Source: an optimization exercise on an open RTL-to-GDS flow (aim: small area). Production flows keep margins and buffers that such runs may drop. Only simulation tests tie the RTL to the original design; equivalence was not proved. No activity file was given, so power comes from the tool's default toggle rates.

`design.v`:
```
module smbus_engine #(
    parameter CAP      = 48,    
    parameter FE_DELAY = 2      
) (
    input  wire        clk,
    input  wire        rst,
    input  wire        cmd_valid,
    output wire        cmd_ready,
    input  wire [7:0]  cmd_op,
    input  wire [3:0]  cmd_bus,
    input  wire [7:0]  cmd_addr,
    input  wire [7:0]  cmd_byte,
    input  wire [15:0] cmd_val16,
    input  wire [7:0]  cmd_t,
    input  wire [1:0]  cmd_datw,
    input  wire [1:0]  cmd_datr,
    input  wire        cmd_ed,
    input  wire        cfg_fast,
    input  wire [4:0]  cfg_nbus,
    input  wire [7:0]  cfg_max_retries,
    output wire        res_valid,
    output wire [3:0]  res_code,
    output wire [15:0] res_val,
    output wire [8:0]  res_size,
    output wire [8:0]  res_entry,
    output wire [7:0]  res_attempt,
    output wire        ev_valid,
    output wire [1:0]  ev_kind,
    output wire [1:0]  ev_reg,
    output wire [31:0] ev_wdata,
    input  wire        ev_ready,
    input  wire [31:0] ev_rdata,
    output wire [5:0]  buf_addr,
    output wire        buf_we,
    output wire [7:0]  buf_wdata,
    input  wire [7:0]  buf_rdata
);
    localparam E_OK = 4'd0, E_FEMPTY = 4'd1, E_TIMEOUT = 4'd3,
               E_BUFSMALL = 4'd8, E_SHAPE = 4'd9, E_NOBUS = 4'd12;
    localparam [4:0] S_IDLE = 5'b0_00_11,    
                     S_DONE = 5'b0_01_11,    
                     S_SEQ  = 5'b0_01_01,    
                     S_COL  = 5'b0_11_00,    
                     S_FEW  = 5'b0_00_10,    
                     S_PRD  = 5'b0_10_00,    
                     S_PWT  = 5'b0_01_10,    
                     S_RRD  = 5'b1_10_00,    
                     S_RW1  = 5'b1_10_01,    
                     S_RWT  = 5'b0_10_10,    
                     S_RW2  = 5'b0_10_01;    
    localparam [1:0] P_SINGLE = 2'b00, P_DISC = 2'b10, P_MAIN = 2'b11, P_FAST = 2'b01;
    reg [4:0]  state;
    reg        rdp;            
    reg        wd;             
    reg        blk;            
    reg        i2c;            
    reg [3:0]  bus;
    reg [6:0]  addr;
    reg [7:0]  cbyte;
    reg [15:0] val16;
    reg [1:0]  t2;             
    reg        tbig;           
    reg [1:0]  dat;            
    reg        ed;
    reg [7:0]  max_retries;
    reg [1:0]  pass;
    reg [8:0]  size;           
    reg [7:0]  attempt;
    reg [5:0]  cnt;            
    reg [29:0] dr;             
    reg [3:0]  err;
    wire [10:0] elapsed = dr[10:0];
    wire [3:0]  fe_n    = dr[19:16];
    wire [15:0] rdv     = dr[15:0];
    wire hs = ev_ready & ~(state[1] & state[0]);
    wire [31:0] r = ev_rdata;
    wire [5:0] cnt_inc = cnt + 6'd1;
    wire       last    = ({3'd0, cnt_inc} == size);
    wire       c_rw    = cmd_op[0];
    wire [3:0] c_size  = cmd_op[4:1];
    wire       c_cls0  = (cmd_op[7:5] == 3'd0);
    wire c_quick = c_cls0 && c_size == 4'd0;
    wire c_byte  = c_cls0 && c_size == 4'd1;
    wire c_bdata = c_cls0 && c_size == 4'd2;
    wire c_wdata = c_cls0 && c_size == 4'd3;
    wire c_block = c_cls0 && c_size == 4'd5;
    wire c_i2cb  = c_cls0 && c_size == 4'd8;
    wire c_valid = c_quick | c_byte | c_bdata | c_wdata | c_block | c_i2cb;
    wire [7:0] blen = buf_rdata;                    
    wire shape_bad = ((c_block | c_i2cb) && !c_rw && blen >= 8'd48) ||
                     (c_i2cb && c_rw && blen >= 8'd61);
    reg [5:0] plan_ss;
    always @(*) begin
        plan_ss = 6'd0;
        if (c_quick)      plan_ss = 6'd1;
        else if (c_byte)  plan_ss = 6'd2;
        else if (c_bdata) plan_ss = 6'd3 + {5'd0, c_rw};        
        else if (c_wdata) plan_ss = 6'd4 + {5'd0, c_rw};        
        else if (c_block) plan_ss = c_rw ? (cfg_fast ? 6'd3 : 6'd4) : blen[5:0] + 6'd3;
        else if (c_i2cb)  plan_ss = blen[5:0] + (c_rw ? 6'd3 : 6'd2);
    end
    reg [10:0] budget;
    always @(*) begin
        if (tbig) budget = 11'd100;
        else case (t2)
            2'd0: budget = 11'd5;
            2'd1: budget = 11'd40;
            2'd2: budget = 11'd505;
            default: budget = 11'd1005;
        endcase
    end
    wire i0 = (cnt == 6'd0);
    wire i1 = (cnt == 6'd1);
    wire i2 = (cnt == 6'd2);
    wire ilt3 = (cnt[5:2] == 4'd0) & ~(cnt[1] & cnt[0]);
    wire [7:0] payload = blk ? buf_rdata : (cnt[0] ? val16[15:8] : val16[7:0]);
    wire       d_lsb   = rdp & (~i0 | (size[8:2] == 7'd0) & ~(size[1] & size[0]));
    wire [7:0] d_w     = i1 ? cbyte : (i0 | rdp) ? {addr, d_lsb} : payload;
    wire       dod     = ~rdp | (ilt3 & ~(i1 & size[1] & ~size[0] & size[8:2] == 7'd0));
    wire [31:0] req = {cnt[3:0],                     
                       bus,                          
                       i0 | (rdp & i2),              
                       dod,                          
                       ~(dod | last),                
                       last,                         
                       t2,                           
                       last ? dat : 2'd0,            
                       pass == P_FAST && i2,         
                       last & ed,                    
                       i0 ? size[5:0] : 6'd0,        
                       d_w};                         
    wire check_ti = !(pass == P_FAST && cnt >= 6'd3);
    reg [3:0] vcode;
    always @(*) begin
        vcode = E_OK;
        if (r[10])                                  vcode = 4'd2;
        else if (r[9])                              vcode = 4'd3;
        else if (r[8])                              vcode = 4'd4;
        else if (r[11])                             vcode = 4'd5;
        else if (check_ti && r[15:12] != cnt[3:0])  vcode = 4'd6;
        else if (r[30])                             vcode = 4'd7;
    end
    wire       col   = (state == S_COL);
    wire [1:0] off   = {col | ~i2c, col ^ i2c};
    wire [6:0] bidx  = {1'b0, cnt} - {5'd0, off};
    wire       store = (pass[0] | (pass == P_SINGLE & i2c & rdp)) & ~bidx[6];
    wire       over  = bidx[5] & bidx[4];           
    assign cmd_ready   = (state == S_IDLE);
    assign res_valid   = (state == S_DONE);
    assign res_code    = err;
    assign res_val     = wd ? rdv : {8'd0, rdv[15:8]};
    assign res_size    = size;
    assign res_entry   = (cnt == 6'd63) ? 9'h1FF : {3'd0, cnt};
    assign res_attempt = attempt;
    wire seq = (state == S_SEQ);
    assign ev_valid = ~(state[1] & state[0]);
    assign ev_kind  = state[1:0];
    assign ev_reg   = state[3:2] & {2{~state[1]}};
    assign ev_wdata = seq ? req :
                      (state == S_FEW) ? FE_DELAY :
                      (state == S_PWT) ? 32'd1 :
                      (state == S_RWT) ? 32'd10 :
                      {state[4], 1'b1, dr};
    wire accept = col & hs & ~r[31] & (vcode == E_OK) & ~(store & over);
    assign buf_we    = accept & store;
    assign buf_addr  = (state == S_IDLE) ? 6'd0 : bidx[5:0];
    assign buf_wdata = r[7:0];
    always @(posedge clk) begin
        if (rst) begin
            state <= S_IDLE;
        end else begin
            case (state)
                S_IDLE: begin
                    if (cmd_valid) begin
                        rdp         <= c_rw;
                        wd          <= c_wdata;
                        blk         <= c_block | c_i2cb;
                        i2c         <= c_i2cb;
                        bus         <= cmd_bus;
                        addr        <= cmd_addr[6:0];
                        cbyte       <= cmd_byte;
                        val16       <= cmd_val16;
                        t2          <= cmd_t[1:0];
                        tbig        <= |cmd_t[7:2];
                        dat         <= c_rw ? cmd_datr : cmd_datw;
                        ed          <= cmd_ed;
                        max_retries <= cfg_max_retries;
                        attempt     <= 8'd0;
                        cnt         <= 6'd0;
                        size        <= {3'd0, plan_ss};
                        pass        <= (c_block & c_rw) ? (cfg_fast ? P_FAST : P_DISC) : P_SINGLE;
                        if (!c_valid) begin
                            err   <= E_SHAPE;
                            state <= S_DONE;
                        end else if ({1'b0, cmd_bus} >= cfg_nbus) begin
                            err   <= E_NOBUS;
                            state <= S_DONE;
                        end else if (cmd_addr[7] | shape_bad) begin
                            err   <= E_SHAPE;
                            state <= S_DONE;
                        end else begin
                            state <= S_SEQ;
                        end
                    end
                end
                S_SEQ: begin
                    if (hs) begin
                        if (last) begin
                            cnt        <= 6'd0;
                            dr[19:16]  <= 4'd0;
                            dr[10:0]   <= 11'd0;
                            state      <= (pass == P_FAST) ? S_PRD : S_COL;
                        end else begin
                            cnt <= cnt_inc;
                        end
                    end
                end
                S_COL: begin
                    if (hs) begin
                        if (r[31]) begin
                            if (fe_n == 4'd10) begin
                                err   <= E_FEMPTY;
                                state <= S_RRD;
                            end else begin
                                dr[19:16] <= fe_n + 4'd1;
                                state     <= S_FEW;
                            end
                        end else if (vcode != E_OK) begin
                            err   <= vcode;
                            state <= S_RRD;
                        end else if (store & over) begin
                            err   <= E_BUFSMALL;
                            state <= S_RRD;
                        end else begin
                            dr[15:0]  <= {r[7:0], dr[15:8]};
                            dr[19:16] <= 4'd0;
                            cnt       <= cnt_inc;
                            if ((pass == P_FAST && cnt == 6'd3) || (pass == P_DISC && last))
                                size <= 9'd4 + {1'b0, r[7:0]};
                            if ((pass == P_FAST && cnt == 6'd3) ? (r[7:0] == 8'd0) : (last && !(pass == P_FAST && cnt == 6'd2))) begin
                                if (pass == P_DISC) begin
                                    if (r[7:0] > 8'd59) begin
                                        size  <= 9'd4;
                                        cnt   <= 6'd63;
                                        err   <= E_BUFSMALL;
                                        state <= S_RRD;
                                    end else begin
                                        pass  <= P_MAIN;
                                        cnt   <= 6'd0;
                                        state <= S_SEQ;
                                    end
                                end else begin
                                    err   <= E_OK;
                                    state <= S_DONE;
                                end
                            end
                        end
                    end
                end
                S_FEW: if (hs) state <= S_COL;
                S_PRD: begin
                    if (hs) begin
                        if (!r[26]) begin
                            state <= S_COL;
                        end else if (elapsed == budget) begin
                            cnt   <= 6'd63;
                            err   <= E_TIMEOUT;
                            state <= S_RRD;
                        end else begin
                            state <= S_PWT;
                        end
                    end
                end
                S_PWT: begin
                    if (hs) begin
                        dr[10:0] <= elapsed + 11'd1;
                        state    <= S_PRD;
                    end
                end
                S_RRD: begin
                    if (hs) begin
                        dr    <= r[29:0];
                        state <= S_RW1;
                    end
                end
                S_RW1: if (hs) state <= S_RWT;
                S_RWT: if (hs) state <= S_RW2;
                S_RW2: begin
                    if (hs) begin
                        if (!err[3] && attempt != max_retries) begin
                            attempt <= attempt + 8'd1;
                            cnt     <= 6'd0;
                            if (pass[1]) begin
                                pass <= P_DISC;
                                size <= 9'd4;
                            end else if (pass[0]) begin
                                size <= 9'd3;
                            end
                            state   <= S_SEQ;
                        end else begin
                            state <= S_DONE;
                        end
                    end
                end
                default: state <= S_IDLE;    
            endcase
        end
    end
endmodule
```
`run.sh`:
```
#!/bin/bash
# synth_recipe.tcl (not shown) runs the flow's synth.tcl, then flattens the netlist and writes it again
# the make line also repeats each setting of config.mk as NAME=value (left out here)
make -C /OpenROAD-flow-scripts/flow DESIGN_CONFIG=/design/flow/config.mk WORK_HOME=/design/flow/orfs CLKGATE_MAP_FILE= SYNTH_SCRIPT=/design/flow/synth_recipe.tcl finish
```
`config.mk`:
```
export PLATFORM = sky130hd
export DESIGN_NAME = smbus_engine
export DESIGN_NICKNAME = smbus_engine
export VERILOG_FILES = /design/flow/design.v
export SDC_FILE = /design/flow/constraint.sdc
export NUM_CORES = 4
export LEC_CHECK = 0
export CAP_MARGIN = 20
export CORE_MARGIN = 2
export CORE_UTILIZATION = 40
export PLACE_DENSITY = 0.6
export SLEW_MARGIN = 20
```
`constraint.sdc`:
```
create_clock -name core_clock -period 5.0 [get_ports {clk}]
set_input_delay 1.0000 -clock core_clock [delete_from_list [all_inputs] [get_ports {clk}]]
set_output_delay 1.0000 -clock core_clock [all_outputs]
set_load 0.01 [all_outputs]
```
==> flow_metrics.env, run 1 <==
export IMPL_synthesis_instances=838
export IMPL_rr_startpoint="state[0]"
export IMPL_io_pins=215
export IMPL_startpoint="cnt[3]"
export IMPL_clockRootBuffer="clkbuf_16"
export IMPL_dr_wl_met2_um=13100
export IMPL_powerDensity_nw_per_um2=411
export IMPL_fin_setup_tns_ns=0
export IMPL_worstSetupEndpointType="output pin"
export IMPL_antenna_found_initial=0
export IMPL_ys_flop_type="edfxtp_1"
export IMPL_max_stage_delay_ns=0.68
export IMPL_clk_pin_slew_ns=0.06
export IMPL_routedWlPerCell_um=20.9
export IMPL_cts_tree="done"
export IMPL_drtPass1Iterations=5
export IMPL_timing_fmax_mhz=218
export IMPL_crit_path_top_delay_cell="edfxtp_1"
export IMPL_hold_path_class="flip-flop to flip-flop"
export IMPL_overflow=0
export IMPL_critPathBufInv=2
export IMPL_area_growth_pct=38.3
export IMPL_stdcell_count=1318
export IMPL_hpwl_um=20800
export IMPL_routed_wl_um=27500
export IMPL_clockBufferDepth=2
export IMPL_multi_input_area_um2=4190
export IMPL_core_area_um2=19600
export IMPL_path_cells="nor4_2, nand2_1, nand2b_1, buf_4, nand2_1, o211ai_1, o21ai_0, o221ai_1, clkdlybuf4s50_1"
export IMPL_synth_top_area_cell="edfxtp_1"
export IMPL_clock_sinks=117
export IMPL_netlist_area_um2=8040
export IMPL_maxCapViolations=0
export IMPL_ff_latch_area_um2=3460
export IMPL_ys_top_cells_by_area="edfxtp_1 42%, ha_1 4.4%, o21ai_0 4.3%, nand2_1 4.1%, nor2_1 3.2%"
export IMPL_detail_route_iter0_violations=564
export IMPL_synth_edf_count=112
export IMPL_vias_per_cell=5.62
export IMPL_finalHoldViolations=0
export IMPL_initial_utilization_pct=41.0
export IMPL_p_leak_uw=0.00404
export IMPL_wl_met3_um=2220
export IMPL_grt_max_degree=54
export IMPL_diodes=0
export IMPL_finalNetCount=1184
export IMPL_wl_met1_um=11600
export IMPL_rows=51
export IMPL_die_w_um=146
export IMPL_min_period_over_period_pct=91.7
export IMPL_ys_types=92
export IMPL_critical_path_class="flip-flop to output pin"
export IMPL_slew_headroom_pct=32.6
export IMPL_insertion_delay_ns=0.43
export IMPL_vias=7409
export IMPL_cp_required_ns=4.00
export IMPL_grt_first_pass_wirelength_um=41500
export IMPL_seq_area_frac_synth_pct=43.1
export IMPL_drc=0
export IMPL_cp_max_fo=13
export IMPL_start_kind="flip-flop"
export IMPL_grt_total_usage_pct=25.5
export IMPL_syn_area_per_cell_um2=9.59
export IMPL_setup_viol=0
export IMPL_layout_min_cycle_time_ns=4.58
export IMPL_die_y_um=146
export IMPL_placed_cells=1282
export IMPL_dieArea_um2=21200
export IMPL_syn_num_nets=982
export IMPL_critPathTopFamily="simple AND/OR/NAND/NOR gates"
export IMPL_rsz0062_at_grt="no"
export IMPL_ir_drop_v=0.000266
export IMPL_grt_pass1_vias=7054
export IMPL_skew_ns=0.00798
export IMPL_fill_cells=1760
export IMPL_yosysTopAreaCellShare_pct=41.8
export IMPL_top_layer="met4"
export IMPL_yosys_warnings=1
export IMPL_tightest_slew_ns=1.00
export IMPL_drive_above_1_share_pct=10.8
export IMPL_ant_nets=0
export IMPL_drv_slew=0
export IMPL_ys_async_sr_fraction_pct=0
export IMPL_ys_ff_latch=117
export IMPL_hold_start="state[4]"
export IMPL_cts_buffers=17
export IMPL_routabilityCongestion=0.945
export IMPL_status="complete, no violations"
export IMPL_cpMostUsedCell="nand2_1"
export IMPL_cp_arrival_ns=3.58
export IMPL_htreeDepth=4
export IMPL_port_buffers=214
==> cells by family (layout without fill, tap and decap cells) <==
kind of cell | after synthesis | after routing | share of synthesized area [%]
AOI/OAI and AO/OA | 226 | 226 | 19.1
xor gates and xnor gates | 48 | 48 | 5.51
adders and majority gates | 29 | 29 | 4.61
DFF | 117 | 117 | 43.1
buffers and inverters | 97 | 312 | 5.43
and+or+nand+nor | 293 | 293 | 18.6
muxes | 28 | 28 | 3.72
==> placed cells by master, fill, tap and decap left out, types with 24 or more instances in the layout <==
cell and count:
edfxtp_1 112, clkdlybuf4s50_1 213, a21oi_1 41, nand2_1 88, buf_4 31, o21ai_0 69, nor2_1 67, ha_1 28
xnor2_1 24, inv_1 32
==> synthesized netlist by cell type (6+ instances only) <==
cell / number
a211oi_1: 7
a21oi_1: 41
a22o_1: 14
a22oi_1: 12
a31oi_1: 6
and2_1: 13
and3_1: 11
buf_2: 9
buf_4: 13
clkbuf_1: 33
edfxtp_1: 112
ha_1: 28
inv_1: 32
mux2_2: 15
mux2i_1: 13
nand2_1: 88
nand2b_1: 12
nand3_1: 21
nor2_1: 69
nor2b_1: 12
nor3_1: 17
nor4_1: 7
o211ai_1: 12
o21ai_0: 69
o22ai_1: 6
or3_1: 8
xnor2_1: 24
xor2_1: 22
==> area by class of cell <==
cell class	count	share of cell area, %
Clock inverter	15	1.80
Timing Repair Buffer	245	21.4
Clock buffer	17	3.83
Multi-Input combinational cell	624	37.7
Inverter	35	1.18
Sequential cell	117	31.1
Tap cell	265	2.98
==> worst register-to-register path: stages, from the launching register on <==
cell	delay (ns)
dfxtp_1	0.31
nor2_2	0.12
and4_4	0.25
inv_2	0.05
ha_1	0.26
inv_1	0.04
ha_1	0.20
fa_2	0.37
or4b_1	0.19
o21bai_1	0.14
a211oi_2	0.11
buf_4	0.16
or3_4	0.42
and2_4	0.19
nor3_2	0.27
o311a_1	0.51
==> layer usage <==
metal	vias up	track usage [%]
met5	-	0
met4	0	7.75
met3	42	6.36
met2	299	41.5
met1	3576	33.5
li1	3492	-
==> final timing paths <==
check                                    to  slack [ns]  cells after the start
worst max-delay path            ev_wdata[1]        0.42                      9
worst min-delay path               state[4]        0.66                      3
worst max register to register      size[5]        1.07                     15
worst min register to register     state[4]        0.66                      3
==> flip-flops by register name, summed over array words and instances (netlist names), 2 cells and up <==
signal,flops
dr,30
val16,16
size,9
attempt,8
cbyte,8
max_retries,8
addr,7
cnt,6
state,5
bus,4
err,4
dat,2
pass,2
t2,2
==> report_power, final <==
part           leakage (uW)  internal, uW  switching (uW)
combinational       0.00269           840             973
sequential          0.00105          1270             181
clock              0.000299           837             475
==> what timing repair did <==
action | 4_1_cts | 5_1_grt
endpoints found under the setup margin | 1 | 1
setup buffers | 2 | 2
pin swaps | 2 | 3
hold buffers | 0 | 0
gates resized for setup | 4 | 3
==> stage by stage <==
step	hold slack (ns)	worst slack [ns]	utilization [%]	instance area, um2	power (uW)
global placement	0.630	0.115	53.3	10400	3230
CTS	0.657	0.0983	56.6	11100	4570
global route	0.692	0.180	56.8	11100	4790
finish	0.656	0.417	56.8	11100	4570
floorplan	0.561	0.720	-	8040	2400
detailed placement	0.638	0.137	53.3	10400	3230
==> run 2: changes to the inputs <==
--- a/design.v
+++ b/design.v
@@ -52,5 +52,4 @@
     reg [4:0]  state;
     reg        rdp;            
-    reg        wd;             
     reg        blk;            
     reg        i2c;            
@@ -70,7 +69,10 @@
     reg [29:0] dr;             
     reg [3:0]  err;
-    wire [10:0] elapsed = dr[10:0];
+    wire [10:0] elapsed = {dr[29:20], dr[15]};
     wire [3:0]  fe_n    = dr[19:16];
-    wire [15:0] rdv     = dr[15:0];
+    wire [15:0] rdv     = {dr[15:8], dr[7:0]};
+    wire [10:0] el_step = {elapsed[9:0], elapsed[10] ^ elapsed[8]};
+    wire [3:0]  fe_step = {fe_n[2:0], fe_n[3] ^ fe_n[2]};
+    localparam [3:0] FE_SEED = 4'h2;               
     wire hs = ev_ready & ~(state[1] & state[0]);
     wire [31:0] r = ev_rdata;
@@ -102,10 +104,10 @@
     reg [10:0] budget;
     always @(*) begin
-        if (tbig) budget = 11'd100;
+        if (tbig) budget = 11'h737;
         else case (t2)
-            2'd0: budget = 11'd5;
-            2'd1: budget = 11'd40;
-            2'd2: budget = 11'd505;
-            default: budget = 11'd1005;
+            2'd0: budget = 11'h33f;
+            2'd1: budget = 11'h453;
+            2'd2: budget = 11'h3f0;
+            default: budget = 11'h014;
         endcase
     end
@@ -149,5 +151,5 @@
     assign res_valid   = (state == S_DONE);
     assign res_code    = err;
-    assign res_val     = wd ? rdv : {8'd0, rdv[15:8]};
+    assign res_val     = rdv;
     assign res_size    = size;
     assign res_entry   = (cnt == 6'd63) ? 9'h1FF : {3'd0, cnt};
@@ -174,5 +176,4 @@
                     if (cmd_valid) begin
                         rdp         <= c_rw;
-                        wd          <= c_wdata;
                         blk         <= c_block | c_i2cb;
                         i2c         <= c_i2cb;
@@ -208,6 +209,6 @@
                         if (last) begin
                             cnt        <= 6'd0;
-                            dr[19:16]  <= 4'd0;
-                            dr[10:0]   <= 11'd0;
+                            dr[19:16]  <= FE_SEED;
+                            {dr[29:20], dr[15]} <= budget;
                             state      <= (pass == P_FAST) ? S_PRD : S_COL;
                         end else begin
@@ -219,9 +220,9 @@
                     if (hs) begin
                         if (r[31]) begin
-                            if (fe_n == 4'd10) begin
+                            if (&fe_n) begin
                                 err   <= E_FEMPTY;
                                 state <= S_RRD;
                             end else begin
-                                dr[19:16] <= fe_n + 4'd1;
+                                dr[19:16] <= fe_step;
                                 state     <= S_FEW;
                             end
@@ -233,6 +234,7 @@
                             state <= S_RRD;
                         end else begin
-                            dr[15:0]  <= {r[7:0], dr[15:8]};
-                            dr[19:16] <= 4'd0;
+                            if (cnt[0]) dr[15:0] <= {8'd0, r[7:0]};
+                            else        dr[15:8] <= r[7:0];
+                            dr[19:16] <= FE_SEED;
                             cnt       <= cnt_inc;
                             if ((pass == P_FAST && cnt == 6'd3) || (pass == P_DISC && last))
@@ -263,5 +265,5 @@
                         if (!r[26]) begin
                             state <= S_COL;
-                        end else if (elapsed == budget) begin
+                        end else if (&elapsed) begin
                             cnt   <= 6'd63;
                             err   <= E_TIMEOUT;
@@ -274,5 +276,5 @@
                 S_PWT: begin
                     if (hs) begin
-                        dr[10:0] <= elapsed + 11'd1;
+                        {dr[29:20], dr[15]} <= el_step;
                         state    <= S_PRD;
                     end
==> flow/run.sh (new file) <==
#!/bin/bash
# Layout flow: the standard flow (standard.sh, unchanged synthesis, floorplan,
# power grid, placement, routing), with two settings of its own:
#  - the port buffers are sky130_fd_sc_hd__buf_1 instead of the default pick
#    (every input and output port still gets its buffer);
#  - clock tree synthesis uses clkbuf_4 buffers and inserts no dummy loads.
# The make output goes to standard.log; each ORFS step keeps its own log under orfs/logs.
set -euo pipefail
bash standard.sh \
  "BUFFER_PORTS_ARGS=-buffer_cell sky130_fd_sc_hd__buf_1" \
  "CTS_ARGS=-sink_clustering_enable -repair_clock_nets -buf_list sky130_fd_sc_hd__clkbuf_4 -dont_use_dummy_load" \
  finish > standard.log 2>&1
==> standard.sh (new file) <==
#!/bin/bash
# synth_recipe.tcl (not shown) runs the flow's synth.tcl, then flattens the netlist and writes it again
# the make line also repeats each setting of config.mk as NAME=value (left out here)
make -C /OpenROAD-flow-scripts/flow DESIGN_CONFIG=/design/flow/config.mk WORK_HOME=/design/flow/orfs CLKGATE_MAP_FILE= SYNTH_SCRIPT=/design/flow/synth_recipe.tcl "${@:-finish}"
removed: run.sh
==> flow_metrics.env, run 2 <==
export IMPL_ctsHoldBuffers=0
export IMPL_syn_num_nets=911
export IMPL_vias_per_cell=5.60
export IMPL_maxCapViolations=0
export IMPL_clk_pin_slew_ns=0.12
export IMPL_regMostFlops="dr"
export IMPL_ys_flop_type="edfxtp_1"
export IMPL_htreeDepth=4
export IMPL_routed_wl_um=24600
export IMPL_min_period_over_period_pct=94.3
export IMPL_clockRootBuffer="clkbuf_4"
export IMPL_critPathBufInv=3
export IMPL_dieArea_um2=20000
export IMPL_powerDensity_nw_per_um2=364
export IMPL_drive_above_1_share_pct=7.50
export IMPL_power_share_sequential_pct=43.6
export IMPL_vias=6629
export IMPL_cp_required_ns=4.00
export IMPL_worstSetupEndpointType="output pin"
export IMPL_synth_top_area_cell="edfxtp_1"
export IMPL_max_stage_delay_ns=0.44
export IMPL_intPower_uw=1860
export IMPL_swShare_pct=40.4
export IMPL_tightest_slew_ns=0.942
export IMPL_detail_route_iter0_violations=505
export IMPL_grt_first_pass_wirelength_um=36700
export IMPL_combinationalPowerShare_pct=41.2
export IMPL_p_leak_uw=0.00297
export IMPL_rsz0062_at_grt="no"
export IMPL_hpwl_um=19100
export IMPL_largest_reg_flops=30
export IMPL_p_clk_share_pct=15.2
export IMPL_ir_drop_v=0.000163
export IMPL_cpMostUsedCell="ha_1"
export IMPL_ff_latch_area_um2=3430
export IMPL_overflow=0
export IMPL_fill_cells=1865
export IMPL_drc=0
export IMPL_layout_min_cycle_time_ns=4.72
export IMPL_design_area_um2=8560
export IMPL_path_cells="nor2b_1, and3_1, inv_2, ha_1, inv_1, ha_1, fa_1, or4b_4, o21bai_4, a211oi_4, or3_1, a2111oi_0, buf_1"
export IMPL_hold_path_class="input port to flip-flop"
export IMPL_cts_buffers=17
export IMPL_routabilityCongestion=0.915
export IMPL_multi_input_area_um2=3620
export IMPL_skew_ns=0.0416
export IMPL_ys_async_sr_fraction_pct=0
export IMPL_yosysMostFrequentCell="edfxtp_1"
export IMPL_port_buffers=214
export IMPL_worst_path_stages=13
export IMPL_ys_types=82
export IMPL_setup_viol=0
export IMPL_final_cell_mix="214 x buf_1, 111 x edfxtp_1, 73 x nor2_1, 69 x nand2_1, 51 x o21ai_0"
export IMPL_antenna_found_initial=1
export IMPL_finalNetCount=1093
export IMPL_die_y_um=141
export IMPL_synth_common_cells="111 x edfxtp_1, 74 x nor2_1, 69 x nand2_1, 51 x o21ai_0, 35 x clkbuf_1"
export IMPL_grt_max_degree=44
export IMPL_critical_path_class="flip-flop to output pin"
export IMPL_io_pins=215
export IMPL_grt_busiest_layer="met2"
export IMPL_start_kind="flip-flop"
export IMPL_met3_usage_pct=5.77
export IMPL_synthesis_instances=767
export IMPL_ys_ff_latch=116
export IMPL_die_w_um=141
export IMPL_reg_top3="dr (30), val16 (16), size (9)"
export IMPL_status="complete, no violations"
export IMPL_hold_depth=1
export IMPL_insertion_delay_ns=0.55
export IMPL_grt_util_met1_pct=32.0
export IMPL_yosys_warnings=1
export IMPL_worstRegToRegCells=14
export IMPL_p_sw_uw=1260
export IMPL_syn_area_per_cell_um2=9.83
export IMPL_rows=50
export IMPL_layout_commonest_cell="buf_1"
export IMPL_crit_path_top_delay_cell="fa_1"
export IMPL_area_growth_pct=13.5
export IMPL_slew_headroom_pct=37.2
export IMPL_routedWlPerCell_um=20.8
export IMPL_netlist_area_um2=7540
export IMPL_grt_total_usage_pct=24.5
export IMPL_cts_setup_buffers=0
export IMPL_finalHoldViolations=0
export IMPL_drv_slew=0
export IMPL_clockBufferDepth=2
export IMPL_timing_fmax_mhz=212
export IMPL_drtPass1Iterations=5
export IMPL_core_area_um2=18600
export IMPL_synth_edf_count=111
export IMPL_cts_tree="done"
export IMPL_ant_nets=0
export IMPL_critPathTopFamily="simple AND/OR/NAND/NOR gates"
export IMPL_seq_area_frac_synth_pct=45.5
export IMPL_globalRouteMet2Util_pct=39.1
export IMPL_clock_sinks=116
export IMPL_fin_setup_tns_ns=0
export IMPL_grt_pass1_vias=6375
export IMPL_cp_max_fo=16
export IMPL_initial_utilization_pct=40.6
export IMPL_ys_top_cells_by_area="edfxtp_1 44%, ha_1 4.6%, nor2_1 3.7%, nand2_1 3.4%, o21ai_0 3.4%"
export IMPL_placed_area_um2=8430
export IMPL_yosysTopAreaCellShare_pct=44.2
export IMPL_cp_arrival_ns=3.72
==> run 2: stage by stage <==
stage	utilization (%)	instances	setup WS (ns)	power, uW	hold slack, ns
after detailed placement	45.3	1164	0.740	2650	0.607
after floorplan	-	767	0.415	2200	0.555
final	46.1	1183	0.283	3120	0.609
after global placement	45.3	1164	0.817	2650	0.584
after CTS	46.0	1181	0.146	3120	0.579
after global routing	46.1	1182	0.0517	3300	0.567
==> run 2: timing repair <==
item / in CTS / in global routing
hold endpoints to repair: 0 / 0
resized for setup: 0 / 1
setup endpoints to repair: 0 / 1
==> run 2: power groups by stage <==
stage | combinational, uW | sequential, uW | clock, uW
3_3_place_gp | 1270 | 1370 | 0
6_report | 1280 | 1360 | 475
3_5_place_dp | 1270 | 1380 | 0
2_1_floorplan | 846 | 1360 | 0
5_1_grt | 1400 | 1380 | 522
4_1_cts | 1280 | 1360 | 484
==> run 2: final timing paths <==
| check | startpoint | to | slack (ns) |
|---|---|---|---|
| hold / removal | cmd_t[1] | t2[1] | 0.61 |
| hold reg to reg | dr[23] | dr[24] | 0.62 |
| setup reg to reg | state[1] | dr[4] | 0.96 |
| setup / recovery | state[1] | buf_we | 0.28 |
==> run 2: routing by layer <==
layer,up-vias,share of wire [%]
li1,3153,-
met5,-,0
met3,41,8.7
met2,334,46
met1,3101,42
met4,0,3.6
==> run 2: final cells by class <==
cell class	instances	share of cell area, %
flip-flops and latches	116	40.1
well taps	234	3.42
repair buffers	236	11.3
inverters	30	1.32
clock buffers	17	1.49
diodes	2	0.0585
multi-input cells	548	42.3
==> run 2: kinds of logic (layout without fill, tap and decap cells) <==
| kind of cell | after synthesis | count (layout) | synth area share [%] |
|---|---|---|---|
| adders and majority gates | 30 | 30 | 5.04 |
| other | 0 | 2 | 0 |
| and+or+nand+nor | 261 | 261 | 17.4 |
| muxes | 21 | 21 | 2.92 |
| xor gates and xnor gates | 40 | 40 | 4.75 |
| DFF | 116 | 116 | 45.5 |
| buffers and inverters | 103 | 283 | 6.80 |
| AOI/OAI and AO/OA | 196 | 196 | 17.6 |
==> run 2: worst reg2reg max path: cells and delay by family, from the launching register on <==
family / cells / cell delay, ns
AO/OA/AOI/OAI: 4 / 1.08
buffers and inverters: 2 / 0.10
AND/OR/NAND/NOR: 5 / 1.18
flip-flops: 1 / 0.41
adder cells (fa/ha/maj): 3 / 0.91
==> run 3: changes to the inputs <==
--- a/design.v
+++ b/design.v
@@ -75,5 +75,5 @@
     wire [3:0]  fe_step = {fe_n[2:0], fe_n[3] ^ fe_n[2]};
     localparam [3:0] FE_SEED = 4'h2;               
-    wire hs = ev_ready & ~(state[1] & state[0]);
+    wire hs = ev_ready;        
     wire [31:0] r = ev_rdata;
     wire [5:0] cnt_inc = cnt + 6'd1;
@@ -164,4 +164,8 @@
                       (state == S_RWT) ? 32'd10 :
                       {state[4], 1'b1, dr};
+    wire disc_bad = pass == P_DISC && last && r[7:0] > 8'd59;
+    wire [3:0] col_code = r[31] ? E_FEMPTY :
+                          (vcode != E_OK) ? vcode :
+                          ((store & over) | disc_bad) ? E_BUFSMALL : E_OK;
     wire accept = col & hs & ~r[31] & (vcode == E_OK) & ~(store & over);
     assign buf_we    = accept & store;
@@ -169,10 +173,7 @@
     assign buf_wdata = r[7:0];
     always @(posedge clk) begin
-        if (rst) begin
-            state <= S_IDLE;
-        end else begin
+        begin
             case (state)
                 S_IDLE: begin
-                    if (cmd_valid) begin
                         rdp         <= c_rw;
                         blk         <= c_block | c_i2cb;
@@ -191,24 +192,15 @@
                         size        <= {3'd0, plan_ss};
                         pass        <= (c_block & c_rw) ? (cfg_fast ? P_FAST : P_DISC) : P_SINGLE;
-                        if (!c_valid) begin
-                            err   <= E_SHAPE;
-                            state <= S_DONE;
-                        end else if ({1'b0, cmd_bus} >= cfg_nbus) begin
-                            err   <= E_NOBUS;
-                            state <= S_DONE;
-                        end else if (cmd_addr[7] | shape_bad) begin
-                            err   <= E_SHAPE;
-                            state <= S_DONE;
-                        end else begin
-                            state <= S_SEQ;
-                        end
-                    end
+                        err         <= (c_valid && {1'b0, cmd_bus} >= cfg_nbus) ? E_NOBUS : E_SHAPE;
+                        if (cmd_valid)
+                            state <= (!c_valid || {1'b0, cmd_bus} >= cfg_nbus || cmd_addr[7] || shape_bad)
+                                     ? S_DONE : S_SEQ;
                 end
                 S_SEQ: begin
+                    dr[19:16] <= FE_SEED;
+                    {dr[29:20], dr[15]} <= budget;
                     if (hs) begin
                         if (last) begin
                             cnt        <= 6'd0;
-                            dr[19:16]  <= FE_SEED;
-                            {dr[29:20], dr[15]} <= budget;
                             state      <= (pass == P_FAST) ? S_PRD : S_COL;
                         end else begin
@@ -218,8 +210,10 @@
                 end
                 S_COL: begin
+                    if (cnt[0]) dr[15:0] <= {8'd0, r[7:0]};
+                    else        dr[15:8] <= r[7:0];
+                    err <= col_code;
                     if (hs) begin
                         if (r[31]) begin
                             if (&fe_n) begin
-                                err   <= E_FEMPTY;
                                 state <= S_RRD;
                             end else begin
@@ -228,12 +222,8 @@
                             end
                         end else if (vcode != E_OK) begin
-                            err   <= vcode;
                             state <= S_RRD;
                         end else if (store & over) begin
-                            err   <= E_BUFSMALL;
                             state <= S_RRD;
                         end else begin
-                            if (cnt[0]) dr[15:0] <= {8'd0, r[7:0]};
-                            else        dr[15:8] <= r[7:0];
                             dr[19:16] <= FE_SEED;
                             cnt       <= cnt_inc;
@@ -245,5 +235,4 @@
                                         size  <= 9'd4;
                                         cnt   <= 6'd63;
-                                        err   <= E_BUFSMALL;
                                         state <= S_RRD;
                                     end else begin
@@ -253,5 +242,4 @@
                                     end
                                 end else begin
-                                    err   <= E_OK;
                                     state <= S_DONE;
                                 end
@@ -262,4 +250,5 @@
                 S_FEW: if (hs) state <= S_COL;
                 S_PRD: begin
+                    err <= E_TIMEOUT;
                     if (hs) begin
                         if (!r[26]) begin
@@ -267,5 +256,4 @@
                         end else if (&elapsed) begin
                             cnt   <= 6'd63;
-                            err   <= E_TIMEOUT;
                             state <= S_RRD;
                         end else begin
@@ -281,8 +269,6 @@
                 end
                 S_RRD: begin
-                    if (hs) begin
-                        dr    <= r[29:0];
-                        state <= S_RW1;
-                    end
+                    dr <= r[29:0];                  
+                    if (hs) state <= S_RW1;
                 end
                 S_RW1: if (hs) state <= S_RWT;
@@ -308,4 +294,5 @@
             endcase
         end
+        if (rst) state <= S_IDLE;
     end
 endmodule
==> flow_metrics.env, run 3 <==
export IMPL_worstRegToRegCells=15
export IMPL_rows=49
export IMPL_hold_worst_slack_ns=0.570
export IMPL_io_pins=215
export IMPL_initial_utilization_pct=41.1
export IMPL_drc=0
export IMPL_clk_pin_slew_ns=0.09
export IMPL_grt_max_degree=36
export IMPL_ys_flop_type="edfxtp_1"
export IMPL_clockRootBuffer="clkbuf_4"
export IMPL_rr_startpoint="state[3]"
export IMPL_ys_types=79
export IMPL_ir_drop_v=0.000274
export IMPL_cp_max_fo=13
export IMPL_finalNetCount=1077
export IMPL_regMostFlops="dr"
export IMPL_cpMostUsedCell="ha_1"
export IMPL_final_cell_mix="214 x buf_1, 111 x edfxtp_1, 79 x nor2_1, 69 x nand2_1, 46 x a21oi_1"
export IMPL_vias=6483
export IMPL_synth_edf_count=111
export IMPL_hpwl_um=18100
export IMPL_htreeDepth=4
export IMPL_routed_wl_um=23200
export IMPL_vias_per_cell=5.58
export IMPL_grt_total_usage_pct=23.4
export IMPL_min_to="state[3]"
export IMPL_die_w_um=140
export IMPL_netlist_area_um2=7440
export IMPL_skew_ns=0.0328
export IMPL_grt_first_pass_wirelength_um=35000
export IMPL_syn_area_per_cell_um2=9.87
export IMPL_antenna_found_initial=1
export IMPL_r2r_setup_slack_ns=0.97
export IMPL_hold_depth=2
export IMPL_seq_area_frac_synth_pct=46.1
export IMPL_timing_fmax_mhz=210
export IMPL_final_core_util_pct=46.5
export IMPL_clockBufferDepth=2
export IMPL_detail_route_iter0_violations=498
export IMPL_start_kind="flip-flop"
export IMPL_tightest_slew_ns=0.878
export IMPL_cts_tree="done"
export IMPL_syn_num_nets=897
export IMPL_dieArea_um2=19700
export IMPL_ant_nets=0
export IMPL_p_leak_uw=0.00310
export IMPL_routabilityCongestion=0.961
export IMPL_die_y_um=140
export IMPL_area_growth_pct=12.9
export IMPL_yosysMostFrequentCell="edfxtp_1"
export IMPL_setup_ws_ns=0.235
export IMPL_placed_area_um2=8250
export IMPL_design_area_um2=8400
export IMPL_ys_async_sr_fraction_pct=0
export IMPL_ys_ff_latch=116
export IMPL_routedWlPerCell_um=19.9
export IMPL_port_buffers=214
export IMPL_cp_arrival_ns=3.76
export IMPL_grt_pass1_vias=6257
export IMPL_synth_top_area_cell="edfxtp_1"
export IMPL_largest_reg_flops=30
export IMPL_max_stage_delay_ns=0.47
export IMPL_place_ws_ns=0.439
export IMPL_synth_common_cells="111 x edfxtp_1, 79 x nor2_1, 69 x nand2_1, 48 x a21oi_1, 43 x o21ai_0"
export IMPL_hold_path_class="flip-flop to flip-flop"
export IMPL_clock_sinks=116
export IMPL_worstSetupEndpointType="output pin"
export IMPL_overflow=0
export IMPL_layout_commonest_cell="buf_1"
export IMPL_drive_above_1_share_pct=6.22
export IMPL_total_power_uw=4750
export IMPL_ys_top_cells_by_area="edfxtp_1 45%, ha_1 4.5%, nor2_1 4.0%, nand2_1 3.5%, a21oi_1 3.2%"
export IMPL_yosysTopAreaCellShare_pct=44.8
export IMPL_critical_path_class="flip-flop to output pin"
export IMPL_status="complete, no violations"
export IMPL_layout_min_cycle_time_ns=4.76
export IMPL_insertion_delay_ns=0.52
export IMPL_reg2reg_to="size[5]"
export IMPL_maxCapViolations=0
export IMPL_slew_headroom_pct=41.5
export IMPL_yosys_warnings=1
export IMPL_finalHoldViolations=0
export IMPL_synthesis_instances=754
export IMPL_hold_start="state[3]"
export IMPL_cp_required_ns=4.00
export IMPL_path_cells="nor4b_4, and2_4, inv_2, ha_1, inv_1, ha_1, fa_1, or4b_1, o21bai_1, a21oi_2, nor3_2, o2111a_1, buf_1"
export IMPL_drv_slew=0
export IMPL_crit_path_top_delay_cell="dfxtp_2"
export IMPL_core_area_um2=18100
export IMPL_min_period_over_period_pct=95.3
export IMPL_drtPass1Iterations=5
export IMPL_setup_viol=0
export IMPL_powerDensity_nw_per_um2=565
export IMPL_reg_top3="dr (30), val16 (16), size (9)"
export IMPL_cts_buffers=17
[run 3: metal layers]
metal  GRT usage [%]  part of all wire [%]  vias to the layer above
met5               0                     0                        -
met1            29.7                    41                     3040
li1                -                     -                     3114
met2            38.3                    47                      294
met4            7.18                   2.0                        0
met3            7.32                   9.0                       35
[run 3: area by class of cell]
cell class,count,area [um2]
Antenna cell,1,2.50
Clock buffer,17,128
Fill cell,1787,9680
Inverter,34,128
Multi-Input combinational cell,536,3510
Sequential cell,116,3430
Tap cell,229,287
Timing Repair Buffer,229,913
[run 3: how the worst max path moves through the flow]
stage          endpoint     start  slack [ns]
2_1_floorplan   size[0]  state[0]        0.89
3_5_place_dp     buf_we  state[3]        0.44
5_1_grt          buf_we  state[3]     -0.0007
4_1_cts          buf_we  state[3]      0.0006
3_3_place_gp     buf_we  state[3]        0.55
6_report         buf_we  state[3]        0.24
[run 3: power by group]
part	internal (uW)	total (uW)	leakage (uW)	switching (uW)
Clock	155	462	0.0000782	307
Sequential	1580	1880	0.00111	296
Combinational	823	2410	0.00191	1590
Total	2560	4750	0.00310	2190
[run 3: kinds of logic after synthesis]
| logic type | Yosys count | synth area share (%) |
|---|---|---|
| compound gates | 192 | 17.3 |
| xor+xnor | 43 | 5.35 |
| fa+ha+maj | 28 | 4.81 |
| buf+inv | 102 | 6.96 |
| flops | 116 | 46.1 |
| mux | 21 | 2.86 |
| simple gates | 252 | 16.6 |
[run 3: critical path: cells and delay by family, from the launching register on]
| family | cells | cell delay (ns) |
|---|---|---|
| simple gates | 4 | 1.12 |
| fa+ha+maj | 3 | 0.90 |
| compound gates | 3 | 0.52 |
| flops | 1 | 0.47 |
| buf+inv | 3 | 0.25 |
[run 3: what timing repair did]
action,in CTS,in global routing
hold buffers,0,0
gates resized for setup,1,3
setup endpoints to repair,1,1
cloned,0,0
setup buffers,0,1
[run 3: through the flow]
stage               cells    TNS, ns
global placement     1142          0
finish               1162          0
floorplan             754          0
detailed placement   1143          0
global route         1162  -0.000729
CTS                  1160          0
==> run 4: changes to the inputs <==
--- a/design.v
+++ b/design.v
@@ -228,10 +228,9 @@
                             dr[19:16] <= FE_SEED;
                             cnt       <= cnt_inc;
-                            if ((pass == P_FAST && cnt == 6'd3) || (pass == P_DISC && last))
+                            if ((pass == P_FAST && cnt == 6'd3) || (pass == P_DISC && last && r[7:0] <= 8'd59))
                                 size <= 9'd4 + {1'b0, r[7:0]};
                             if ((pass == P_FAST && cnt == 6'd3) ? (r[7:0] == 8'd0) : (last && !(pass == P_FAST && cnt == 6'd2))) begin
                                 if (pass == P_DISC) begin
                                     if (r[7:0] > 8'd59) begin
-                                        size  <= 9'd4;
                                         cnt   <= 6'd63;
                                         state <= S_RRD;
==> flow/run.sh (replaced) <==
#!/bin/bash
# Layout flow: the standard flow (standard.sh) with these settings of its own:
#  - synthesis is the standard synthesis script, with an area-oriented ABC mapping
#    script (flow/abc_area.script) in place of ORFS's abc_speed.script; it maps only
#    the combinational logic, so the registers are the standard synthesis's;
#  - the port buffers are sky130_fd_sc_hd__buf_1 (every input and output port still
#    gets its buffer);
#  - clock tree synthesis uses clkbuf_4 buffers and inserts no dummy loads.
# Each step's output goes to a log file here (synth.log, standard.log); ORFS keeps a log
# per step under orfs/logs.
set -euo pipefail
rm -rf abc_scripts
cp -r "$FLOW_HOME/scripts" abc_scripts
cp flow/abc_area.script abc_scripts/abc_speed.script
bash standard.sh "SCRIPTS_DIR=$PWD/abc_scripts" synth > synth.log 2>&1
bash standard.sh \
  "BUFFER_PORTS_ARGS=-buffer_cell sky130_fd_sc_hd__buf_1" \
  "CTS_ARGS=-sink_clustering_enable -repair_clock_nets -buf_list sky130_fd_sc_hd__clkbuf_4 -dont_use_dummy_load" \
  finish > standard.log 2>&1
==> flow/abc_area.script (new file) <==
&get -n
&st
&dch -f
&nf -a -F 10 -A 10
&st
&dch -f
&nf -a -F 10 -A 10
&st
&dch -f
&nf -a -F 10 -A 10
&put
topo
stime -c
==> flow_metrics.env, run 4 <==
export IMPL_layout_commonest_cell="buf_1"
export IMPL_antenna_found_initial=1
export IMPL_overflow=0
export IMPL_start_kind="flip-flop"
export IMPL_worstSetupEndpointType="output pin"
export IMPL_p_leak_uw=0.00284
export IMPL_ys_types=60
export IMPL_grt_busiest_layer="met2"
export IMPL_drive_above_1_share_pct=4.71
export IMPL_min_period_over_period_pct=95.4
export IMPL_cp_max_fo=7
export IMPL_grt_total_usage_pct=24.0
export IMPL_grt_max_degree=48
export IMPL_vias_per_cell=5.64
export IMPL_ir_drop_v=0.000274
export IMPL_grt_pass1_vias=6085
export IMPL_ys_ff_latch=116
export IMPL_powerDensity_nw_per_um2=494
export IMPL_seq_area_frac_synth_pct=49.3
export IMPL_skew_ns=0.0464
export IMPL_critical_path_class="flip-flop to output pin"
export IMPL_yosysTopAreaCellShare_pct=47.9
export IMPL_hold_path_class="flip-flop to flip-flop"
export IMPL_routabilityCongestion=0.891
export IMPL_swShare_pct=42.4
export IMPL_core_area_um2=17200
export IMPL_synth_top_area_cell="edfxtp_1"
export IMPL_clock_sinks=116
export IMPL_reg_top3="dr (30), val16 (16), size (9)"
export IMPL_timing_fmax_mhz=210
export IMPL_die_w_um=136
export IMPL_initial_utilization_pct=40.5
export IMPL_globalRouteMet2Util_pct=38.9
export IMPL_setup_viol=0
export IMPL_p_sw_uw=1700
export IMPL_insertion_delay_ns=0.56
export IMPL_htreeDepth=4
export IMPL_hpwl_um=16900
export IMPL_maxCapViolations=0
export IMPL_design_area_um2=8130
export IMPL_port_buffers=214
export IMPL_synth_edf_count=111
export IMPL_syn_area_per_cell_um2=10.3
export IMPL_grt_first_pass_wirelength_um=33000
export IMPL_ys_flop_type="edfxtp_1"
export IMPL_yosys_warnings=1
export IMPL_netlist_area_um2=6960
export IMPL_cp_arrival_ns=3.77
export IMPL_die_y_um=136
export IMPL_cp_required_ns=4.00
export IMPL_clk_pin_slew_ns=0.08
export IMPL_regMostFlops="dr"
export IMPL_clockRootBuffer="clkbuf_4"
export IMPL_finalHoldViolations=0
export IMPL_finalNetCount=1036
export IMPL_power_share_sequential_pct=45.4
export IMPL_fin_setup_tns_ns=0
export IMPL_tightest_slew_ns=1.07
export IMPL_placed_area_um2=7980
export IMPL_ys_top_cells_by_area="edfxtp_1 48%, ha_1 4.9%, nand2_1 3.9%, o21ai_0 3.5%, buf_4 3.0%"
export IMPL_ys_async_sr_fraction_pct=0
export IMPL_routed_wl_um=21800
export IMPL_status="complete, no violations"
export IMPL_io_pins=215
export IMPL_intPower_uw=2310
export IMPL_cts_buffers=17
export IMPL_cts_tree="done"
export IMPL_drtPass1Iterations=7
export IMPL_vias=6302
export IMPL_p_clk_share_pct=11.6
export IMPL_dieArea_um2=18500
export IMPL_ant_nets=0
export IMPL_yosysMostFrequentCell="edfxtp_1"
export IMPL_largest_reg_flops=30
export IMPL_hold_depth=2
export IMPL_drv_slew=0
export IMPL_detail_route_iter0_violations=507
export IMPL_combinationalPowerShare_pct=43.0
export IMPL_routedWlPerCell_um=19.5
export IMPL_met3_usage_pct=6.38
export IMPL_final_cell_mix="214 x buf_1, 111 x edfxtp_1, 72 x nand2_1, 50 x nor2_1, 48 x o21ai_0"
export IMPL_synth_common_cells="111 x edfxtp_1, 72 x nand2_1, 50 x nor2_1, 48 x o21ai_0, 41 x a21oi_1"
export IMPL_synthesis_instances=673
export IMPL_drc=0
export IMPL_layout_min_cycle_time_ns=4.77
export IMPL_slew_headroom_pct=27.7
export IMPL_grt_util_met1_pct=30.4
export IMPL_worstRegToRegCells=17
export IMPL_rsz0062_at_grt="no"
export IMPL_area_growth_pct=16.8
export IMPL_clockBufferDepth=2
export IMPL_ctsHoldBuffers=0
export IMPL_syn_num_nets=816
export IMPL_rows=48
run 4: cell count changes after synthesis, moves of 8 or more:
cell      before  now
a22o_1        13   21
and2_0         0    8
clkbuf_1      31    0
clkinv_1       1   35
inv_1         30    0
mux2i_1       19    8
nor2_1        79   50
o21ai_1       10    0
xnor2_1       23   14
xor2_1        18    6
run 4: cell type report:
cell class / count / area [um2]
multi-input combinational: 490 / 3200
tap: 225 / 282
timing repair buffer: 233 / 943
clock buffer: 17 / 128
fill: 1760 / 9050
sequential: 116 / 3440
inverter: 35 / 131
antenna: 1 / 2.50
run 4: power groups by stage:
stage               registers, uW  clock network [uW]  logic (uW)
detailed placement           1840                   0        1730
global placement             1840                   0        1720
finish                       1820                 466        1730
global route                 1860                 517        1920
CTS                          1820                 479        1740
floorplan                    1800                   0        1090
run 4: cell families after synthesis:
group | count (synthesis) | share of synthesized area (%)
XOR/XNOR | 23 | 3.51
AO/OA/AOI/OAI | 192 | 18.5
buffers and inverters | 67 | 5.12
multiplexers | 10 | 1.47
adder cells (fa/ha/maj) | 28 | 5.14
flip-flops | 116 | 49.3
AND/OR/NAND/NOR | 237 | 16.9
run 4: timing repair:
| action | CTS | global route |
|---|---|---|
| gates resized for setup | 1 | 2 |
| pin swaps | 0 | 1 |
| endpoints found under the hold margin | 0 | 0 |
| buffers inserted | 0 | 1 |
| endpoints found under the setup margin | 1 | 1 |
run 4: metrics by stage:
stage	setup WS [ns]	hold slack (ns)	util (%)	cells	total power [uW]
after floorplan	0.199	0.524	-	673	2890
after global placement	0.585	0.556	46.4	1097	3560
after detailed placement	0.558	0.576	46.4	1098	3570
after CTS	0.109	0.541	47.2	1115	4040
after global routing	0.0126	0.553	47.3	1117	4300
final	0.230	0.553	47.3	1117	4010
run 4: worst paths after layout:
kind	startpoint	slack, ns	endpoint
min	state[3]	0.55	state[3]
min reg2reg	state[3]	0.55	state[3]
max reg2reg	state[1]	0.84	state[2]
max	state[1]	0.23	buf_we
run 4: critical path, cell delays in order (launching register included):
cell	delay, ns
dfxtp_1	0.37
nand2b_1	0.22
or3_4	0.39
nor2_1	0.15
clkinv_1	0.13
ha_1	0.29
clkinv_1	0.06
ha_1	0.20
fa_1	0.43
nor3b_1	0.17
xor2_1	0.19
o211ai_1	0.17
nand4_1	0.18
nor2_1	0.14
buf_1	0.16
run 4: layer usage:
layer  routed length [um]  vias to the layer above
met5                    0                        -
met4                  708                        0
met3                 2050                       42
met2                10300                      302
met1                 8720                     2966
li1                     -                     2992
==> run 5: changes to the inputs <==
--- a/design.v
+++ b/design.v
@@ -99,6 +99,7 @@
         else if (c_bdata) plan_ss = 6'd3 + {5'd0, c_rw};        
         else if (c_wdata) plan_ss = 6'd4 + {5'd0, c_rw};        
-        else if (c_block) plan_ss = c_rw ? (cfg_fast ? 6'd3 : 6'd4) : blen[5:0] + 6'd3;
-        else if (c_i2cb)  plan_ss = blen[5:0] + (c_rw ? 6'd3 : 6'd2);
+        else if (c_block) plan_ss = c_rw ? (cfg_fast ? 6'd3 : 6'd4) : 6'd3;
+        else if (c_i2cb)  plan_ss = c_rw ? 6'd3 : 6'd2;
+        if ((c_block & ~c_rw) | c_i2cb) plan_ss = plan_ss + blen[5:0];
     end
     reg [10:0] budget;
@@ -214,9 +215,9 @@
                     err <= col_code;
                     if (hs) begin
+                        dr[19:16] <= r[31] ? fe_step : FE_SEED;
                         if (r[31]) begin
                             if (&fe_n) begin
                                 state <= S_RRD;
                             end else begin
-                                dr[19:16] <= fe_step;
                                 state     <= S_FEW;
                             end
@@ -226,5 +227,4 @@
                             state <= S_RRD;
                         end else begin
-                            dr[19:16] <= FE_SEED;
                             cnt       <= cnt_inc;
                             if ((pass == P_FAST && cnt == 6'd3) || (pass == P_DISC && last && r[7:0] <= 8'd59))
==> flow_metrics.env, run 5 <==
export IMPL_tightest_slew_ns=0.880
export IMPL_netlist_area_um2=6870
export IMPL_cp_required_ns=4.00
export IMPL_clockRootBuffer="clkbuf_4"
export IMPL_grt_first_pass_wirelength_um=32700
export IMPL_hold_start="cmd_val16[13]"
export IMPL_drive_above_1_share_pct=5.80
export IMPL_hold_path_class="input port to flip-flop"
export IMPL_rsz0062_at_grt="no"
export IMPL_area_growth_pct=17.9
export IMPL_regMostFlops="dr"
export IMPL_ys_async_sr_fraction_pct=0
export IMPL_routedWlPerCell_um=19.7
export IMPL_largest_reg_flops=30
export IMPL_detail_route_iter0_violations=649
export IMPL_ctsHoldBuffers=0
export IMPL_core_area_um2=16700
export IMPL_setup_viol=0
export IMPL_routabilityCongestion=0.896
export IMPL_min_period_over_period_pct=93.3
export IMPL_grt_total_usage_pct=24.0
export IMPL_synth_xor_area_share_pct=3.52
export IMPL_io_pins=215
export IMPL_yosysTopAreaCellShare_pct=48.5
export IMPL_vias_per_cell=5.60
export IMPL_fill_cells=1640
export IMPL_fin_setup_tns_ns=0
export IMPL_ys_types=62
export IMPL_insertion_delay_ns=0.55
export IMPL_ir_drop_v=0.000517
export IMPL_ys_ff_latch=116
export IMPL_seq_area_frac_synth_pct=50.0
export IMPL_syn_num_nets=797
export IMPL_hold_worst_slack_ns=0.610
export IMPL_syn_area_per_cell_um2=10.5
export IMPL_reg_top3="dr (30), val16 (16), size (9)"
export IMPL_initial_utilization_pct=41.1
export IMPL_drtPass1Iterations=5
export IMPL_muxShareOfSynthArea_pct=1.64
export IMPL_startpoint="state[1]"
export IMPL_synth_top_area_cell="edfxtp_1"
export IMPL_grt_pass1_vias=5844
export IMPL_yosysMostFrequentCell="edfxtp_1"
export IMPL_rr_startpoint="state[1]"
export IMPL_cp_arrival_ns=3.66
export IMPL_synth_common_cells="111 x edfxtp_1, 78 x nand2_1, 45 x nor2_1, 44 x o21ai_0, 34 x a21oi_1"
export IMPL_maxCapViolations=0
export IMPL_p_leak_uw=0.00288
export IMPL_htreeDepth=4
export IMPL_worstSetupEndpointType="output pin"
export IMPL_routed_wl_um=21700
export IMPL_timing_fmax_mhz=214
export IMPL_synth_compound_area_share_pct=18.3
export IMPL_synth_edf_count=111
export IMPL_cts_tree="done"
export IMPL_yosys_warnings=1
export IMPL_clock_sinks=116
export IMPL_finalHoldViolations=0
export IMPL_slew_headroom_pct=41.1
export IMPL_cts_buffers=17
export IMPL_cp_max_fo=7
export IMPL_overflow=0
export IMPL_synth_fa_ha_area_share_pct=5.14
export IMPL_antenna_found_initial=1
export IMPL_status="complete, no violations"
export IMPL_ys_flop_type="edfxtp_1"
export IMPL_dieArea_um2=18200
export IMPL_r2r_setup_slack_ns=1.16
export IMPL_critical_path_class="flip-flop to output pin"
export IMPL_ys_top_cells_by_area="edfxtp_1 49%, ha_1 4.6%, nand2_1 4.3%, o21ai_0 3.2%, buf_4 3.1%"
export IMPL_die_w_um=135
export IMPL_yosys_area_share_simple_pct=16.6
export IMPL_finalNetCount=1024
export IMPL_synthesis_instances=655
export IMPL_clk_pin_slew_ns=0.12
export IMPL_drv_slew=0
export IMPL_layout_commonest_cell="buf_1"
export IMPL_powerDensity_nw_per_um2=503
export IMPL_port_buffers=214
export IMPL_rows=47
export IMPL_vias=6164
export IMPL_grt_max_degree=64
export IMPL_skew_ns=0.0397
export IMPL_die_y_um=135
export IMPL_drc=0
export IMPL_synth_top_family_by_area="compound AO/OA/AOI/OAI gates"
export IMPL_ant_nets=0
export IMPL_hpwl_um=16400
export IMPL_final_cell_mix="214 x buf_1, 111 x edfxtp_1, 78 x nand2_1, 45 x nor2_1, 44 x o21ai_0"
export IMPL_start_kind="flip-flop"
export IMPL_clockBufferDepth=2
export IMPL_layout_min_cycle_time_ns=4.66
[run 5: cell types whose count changed after synthesis, sizes merged, moves of 3 or more]
cell / before / now
a221o: 5 / 8
and2: 8 / 4
nand4bb: 3 / 0
a221oi: 2 / 5
nand2: 72 / 78
nor2: 50 / 45
nor4: 12 / 7
clkinv: 35 / 29
xnor2: 14 / 19
a21o: 6 / 9
a21oi: 41 / 34
o21ai: 48 / 44
o31ai: 9 / 5
[run 5: critical path: stages, from the launching register on]
cell and delay [ns]:
dfxtp_1 0.37, nand2b_1 0.19, nor3_2 0.15, and2_2 0.18, clkinv_1 0.08, ha_1 0.28, clkinv_1 0.05, ha_1 0.20
fa_1 0.43, nor3b_1 0.18, xnor2_1 0.25, o311ai_2 0.17, nor3_2 0.23, and3_1 0.23, buf_1 0.17
[run 5: layout make-up]
class | count | area (um2) | area share (%)
well taps | 220 | 275 | 3.40
clock buffers | 17 | 128 | 1.58
diodes | 1 | 2.50 | 0.0309
flip-flops and latches | 116 | 3430 | 42.4
inverters | 29 | 109 | 1.34
multi-input cells | 478 | 3150 | 38.9
repair buffers | 240 | 998 | 12.3
[run 5: report_power, final]
group          switching [uW]  internal (uW)
registers                 292           1520
clock network             303            155
logic                    1140            664
total                    1730           2340
[run 5: repair_timing]
item,CTS,global route
setup endpoints to repair,1,1
gates resized for setup,2,2
endpoints found under the hold margin,0,0
pin swaps,0,2
buffers inserted,0,1
[run 5: path summary, 6_finish.rpt]
path / end / depth (start not counted)
max: buf_we / 14
min: val16[13] / 1
max reg2reg: state[2] / 16
min reg2reg: state[1] / 2
[run 5: metrics by stage]
stage,area [um2],total power [uW],util [%],setup slack (ns),cells
after floorplan,6880,2890,-,0.124,655
after global routing,8100,4350,48.5,0.0465,1101
after global placement,7940,3610,47.5,0.607,1082
after detailed placement,7940,3630,47.5,0.512,1082
after CTS,8070,4090,48.3,0.140,1099
final,8100,4070,48.5,0.337,1101
[run 5: metal layers]
| metal | share of wire (%) | routed length, um | GRT usage (%) | vias up |
|---|---|---|---|---|
| met1 | 42 | 9160 | 32.4 | 2850 |
| met3 | 9.5 | 2060 | 6.87 | 34 |
| met5 | 0 | 0 | 0 | - |
| met2 | 46 | 9960 | 37.0 | 346 |
| met4 | 2.4 | 523 | 8.45 | 0 |
| li1 | - | - | - | 2934 |
[run 5: kinds of logic (layout without fill, tap and decap cells)]
| logic type | after synthesis | after routing |
|---|---|---|
| and+or+nand+nor | 232 | 232 |
| AOI/OAI and AO/OA | 182 | 182 |
| DFF | 116 | 116 |
| buffers and inverters | 61 | 286 |
| adders and majority gates | 27 | 27 |
| xor gates and xnor gates | 26 | 26 |
| muxes | 11 | 11 |
| other | 0 | 1 |
==> run 6: changes to the inputs <==
--- a/design.v
+++ b/design.v
@@ -90,16 +90,14 @@
     wire c_valid = c_quick | c_byte | c_bdata | c_wdata | c_block | c_i2cb;
     wire [7:0] blen = buf_rdata;                    
-    wire shape_bad = ((c_block | c_i2cb) && !c_rw && blen >= 8'd48) ||
-                     (c_i2cb && c_rw && blen >= 8'd61);
+    wire o_i2c = cmd_op[4];
+    wire o_blk = cmd_op[4] | cmd_op[3];
+    wire shape_bad = (o_blk && !c_rw && blen >= 8'd48) ||
+                     (o_i2c && c_rw && blen >= 8'd61);
     reg [5:0] plan_ss;
     always @(*) begin
-        plan_ss = 6'd0;
-        if (c_quick)      plan_ss = 6'd1;
-        else if (c_byte)  plan_ss = 6'd2;
-        else if (c_bdata) plan_ss = 6'd3 + {5'd0, c_rw};        
-        else if (c_wdata) plan_ss = 6'd4 + {5'd0, c_rw};        
-        else if (c_block) plan_ss = c_rw ? (cfg_fast ? 6'd3 : 6'd4) : 6'd3;
-        else if (c_i2cb)  plan_ss = c_rw ? 6'd3 : 6'd2;
-        if ((c_block & ~c_rw) | c_i2cb) plan_ss = plan_ss + blen[5:0];
+        if (o_i2c)        plan_ss = c_rw ? 6'd3 : 6'd2;
+        else if (o_blk)   plan_ss = c_rw ? (cfg_fast ? 6'd3 : 6'd4) : 6'd3;
+        else              plan_ss = {4'd0, cmd_op[2:1]} + 6'd1 + {5'd0, cmd_op[2] & c_rw};
+        if (o_i2c | (o_blk & ~c_rw)) plan_ss = plan_ss + blen[5:0];
     end
     reg [10:0] budget;
@@ -178,6 +176,6 @@
                 S_IDLE: begin
                         rdp         <= c_rw;
-                        blk         <= c_block | c_i2cb;
-                        i2c         <= c_i2cb;
+                        blk         <= o_blk;
+                        i2c         <= o_i2c;
                         bus         <= cmd_bus;
                         addr        <= cmd_addr[6:0];
@@ -192,5 +190,5 @@
                         cnt         <= 6'd0;
                         size        <= {3'd0, plan_ss};
-                        pass        <= (c_block & c_rw) ? (cfg_fast ? P_FAST : P_DISC) : P_SINGLE;
+                        pass        <= (o_blk & ~o_i2c & c_rw) ? (cfg_fast ? P_FAST : P_DISC) : P_SINGLE;
                         err         <= (c_valid && {1'b0, cmd_bus} >= cfg_nbus) ? E_NOBUS : E_SHAPE;
                         if (cmd_valid)
==> flow_metrics.env, run 6 <==
export IMPL_status="complete, no violations"
export IMPL_clockRootBuffer="clkbuf_4"
export IMPL_yosys_area_share_simple_pct=15.1
export IMPL_die_y_um=135
export IMPL_htreeDepth=4
export IMPL_clk_pin_slew_ns=0.07
export IMPL_seq_area_frac_synth_pct=50.2
export IMPL_design_area_um2=8020
export IMPL_drtPass1Iterations=7
export IMPL_diodes=0
export IMPL_cts_tree="done"
export IMPL_synthesis_instances=657
export IMPL_routed_wl_um=21700
export IMPL_powerDensity_nw_per_um2=506
export IMPL_placed_area_um2=7850
export IMPL_worstSetupEndpointType="output pin"
export IMPL_clock_sinks=116
export IMPL_regMostFlops="dr"
export IMPL_critical_path_class="flip-flop to output pin"
export IMPL_critPathTopFamily="simple AND/OR/NAND/NOR gates"
export IMPL_grt_total_usage_pct=23.9
export IMPL_r2r_setup_slack_ns=1.20
export IMPL_yosys_warnings=1
export IMPL_cp_max_fo=10
export IMPL_startpoint="state[0]"
export IMPL_area_growth_pct=17.2
export IMPL_p_leak_uw=0.00281
export IMPL_drv_slew=0
export IMPL_maxCapViolations=0
export IMPL_overflow=0
export IMPL_finalNetCount=1022
export IMPL_min_period_over_period_pct=94.3
export IMPL_drive_above_1_share_pct=5.49
export IMPL_cp_required_ns=4.00
export IMPL_antenna_found_initial=0
export IMPL_ys_async_sr_fraction_pct=0
export IMPL_reg_top3="dr (30), val16 (16), size (9)"
export IMPL_worst_path_stages=15
export IMPL_layout_commonest_cell="buf_1"
export IMPL_synth_fa_ha_area_share_pct=5.71
export IMPL_muxShareOfSynthArea_pct=1.65
export IMPL_crit_path_top_delay_cell="dfxtp_2"
export IMPL_ys_ff_latch=116
export IMPL_cp_arrival_ns=3.72
export IMPL_fill_cells=1640
export IMPL_crit_end="buf_we"
export IMPL_detail_route_iter0_violations=516
export IMPL_rsz0062_at_grt="no"
export IMPL_tightest_slew_ns=0.991
export IMPL_synth_top_family_by_area="compound AO/OA/AOI/OAI gates"
export IMPL_hpwl_um=16700
export IMPL_initial_utilization_pct=41.1
export IMPL_ys_types=63
export IMPL_dieArea_um2=18200
export IMPL_grt_max_degree=46
export IMPL_stdcell_count=1095
export IMPL_skew_ns=0.0515
export IMPL_worstRegToRegCells=17
export IMPL_final_cell_mix="213 x buf_1, 111 x edfxtp_1, 71 x nand2_1, 56 x nor2_1, 41 x o21ai_0"
export IMPL_grt_pass1_vias=5776
export IMPL_clockBufferDepth=2
export IMPL_port_buffers=214
export IMPL_synth_edf_count=111
export IMPL_cts_buffers=17
export IMPL_hold_path_class="flip-flop to flip-flop"
export IMPL_ys_flop_type="edfxtp_1"
export IMPL_slew_headroom_pct=32.2
export IMPL_timing_fmax_mhz=212
export IMPL_reg2reg_to="state[1]"
export IMPL_die_w_um=135
export IMPL_synth_compound_area_share_pct=18.7
==> run 6: cell count changes after synthesis, sizes merged, moves of 5 or more <==
cell / change
a31oi: +5
a21oi: +6
and3: -5
clkinv: +6
o22ai: +5
nand2: -7
nor2: +11
==> run 6: cell type report <==
type                    instances  area, um2  area share, %
well taps                     220        275           3.43
multi-input cells             474       3100           38.6
flip-flops and latches        116       3440           42.9
inverters                      35        131           1.64
repair buffers                233        947           11.8
clock buffers                  17        128           1.59
==> run 6: worst min-delay path, stage by stage (launching register included) <==
cell	delay [ns]
dfxtp_2	0.37
nand2_1	0.07
a21oi_1	0.05
==> run 6: power breakdown <==
part | total (uW) | switching, uW | leakage (uW) | internal (uW)
Sequential | 1820 | 288 | 0.00110 | 1530
Combinational | 1780 | 1140 | 0.00163 | 640
Clock | 456 | 301 | 0.0000782 | 155
==> run 6: cells by family (layout without fill, tap and decap cells) <==
family / Yosys count / after routing
AO/OA/AOI/OAI: 190 / 190
XOR/XNOR: 25 / 25
adder cells (fa/ha/maj): 30 / 30
buffers and inverters: 67 / 285
flip-flops: 116 / 116
multiplexers: 11 / 11
AND/OR/NAND/NOR: 218 / 218
==> run 6: how the worst min path moves through the flow <==
stage                   from  endpoint  slack, ns  cells after the start
finish              state[3]  state[3]       0.53                      2
global route        state[4]  state[4]       0.56                      2
CTS                 state[3]  state[3]       0.52                      2
detailed placement  state[3]  state[3]       0.57                      2
global placement    state[3]  state[3]       0.56                      2
floorplan           state[3]  state[3]       0.52                      2
==> run 6: layer usage <==
| layer | vias up | track usage [%] | part of all wire [%] |
|---|---|---|---|
| met5 | - | 0 | 0 |
| met3 | 40 | 5.33 | 6.9 |
| li1 | 2918 | - | - |
| met2 | 275 | 40.4 | 50 |
| met4 | 0 | 8.19 | 2.6 |
| met1 | 2867 | 30.3 | 41 |
==> run 6: stage by stage <==
stage                     setup WS, ns  hold WS, ns  power [uW]
after global routing            0.0220        0.564        4320
after CTS                       0.0396        0.524        4070
final                            0.283        0.528        4050
after detailed placement         0.476        0.568        3610
after global placement           0.540        0.559        3600
after floorplan                 0.0874        0.520        2900
==> run 6: timing repair <==
| action | 4_1_cts | 5_1_grt |
|---|---|---|
| buffers inserted | 0 | 2 |
| gates resized for setup | 3 | 5 |
| setup endpoints to repair | 1 | 1 |
| hold buffers | 0 | 0 |

[separate check: timing with driven ports]
The results above use ideal ports. As a check the final layouts listed here were re-extracted and re-timed, cells and wires unchanged.
Step 1, drivers: a clkbuf_16 drives clk and a buf_2 each remaining input, both assumed.
Step 2 also shifts input and output timing later by t, the mid clock arrival at the registers, as if the neighbouring blocks saw the same clock.
Three values: ideal, step 1, step 2; two values: the first two.
run	shift t [ns]	slack for setup (ns)
run 1	0.470	0.417 / 0.370 / 0.644
run 2	0.569	0.283 / 0.243 / 0.812
run 3	0.545	0.235 / 0.196 / 0.741
run 4	0.580	0.230 / 0.187 / 0.767
run 5	0.561	0.337 / 0.299 / 0.861
run 6	0.548	0.283 / 0.248 / 0.796
After both steps setup and hold are still met in every run listed.
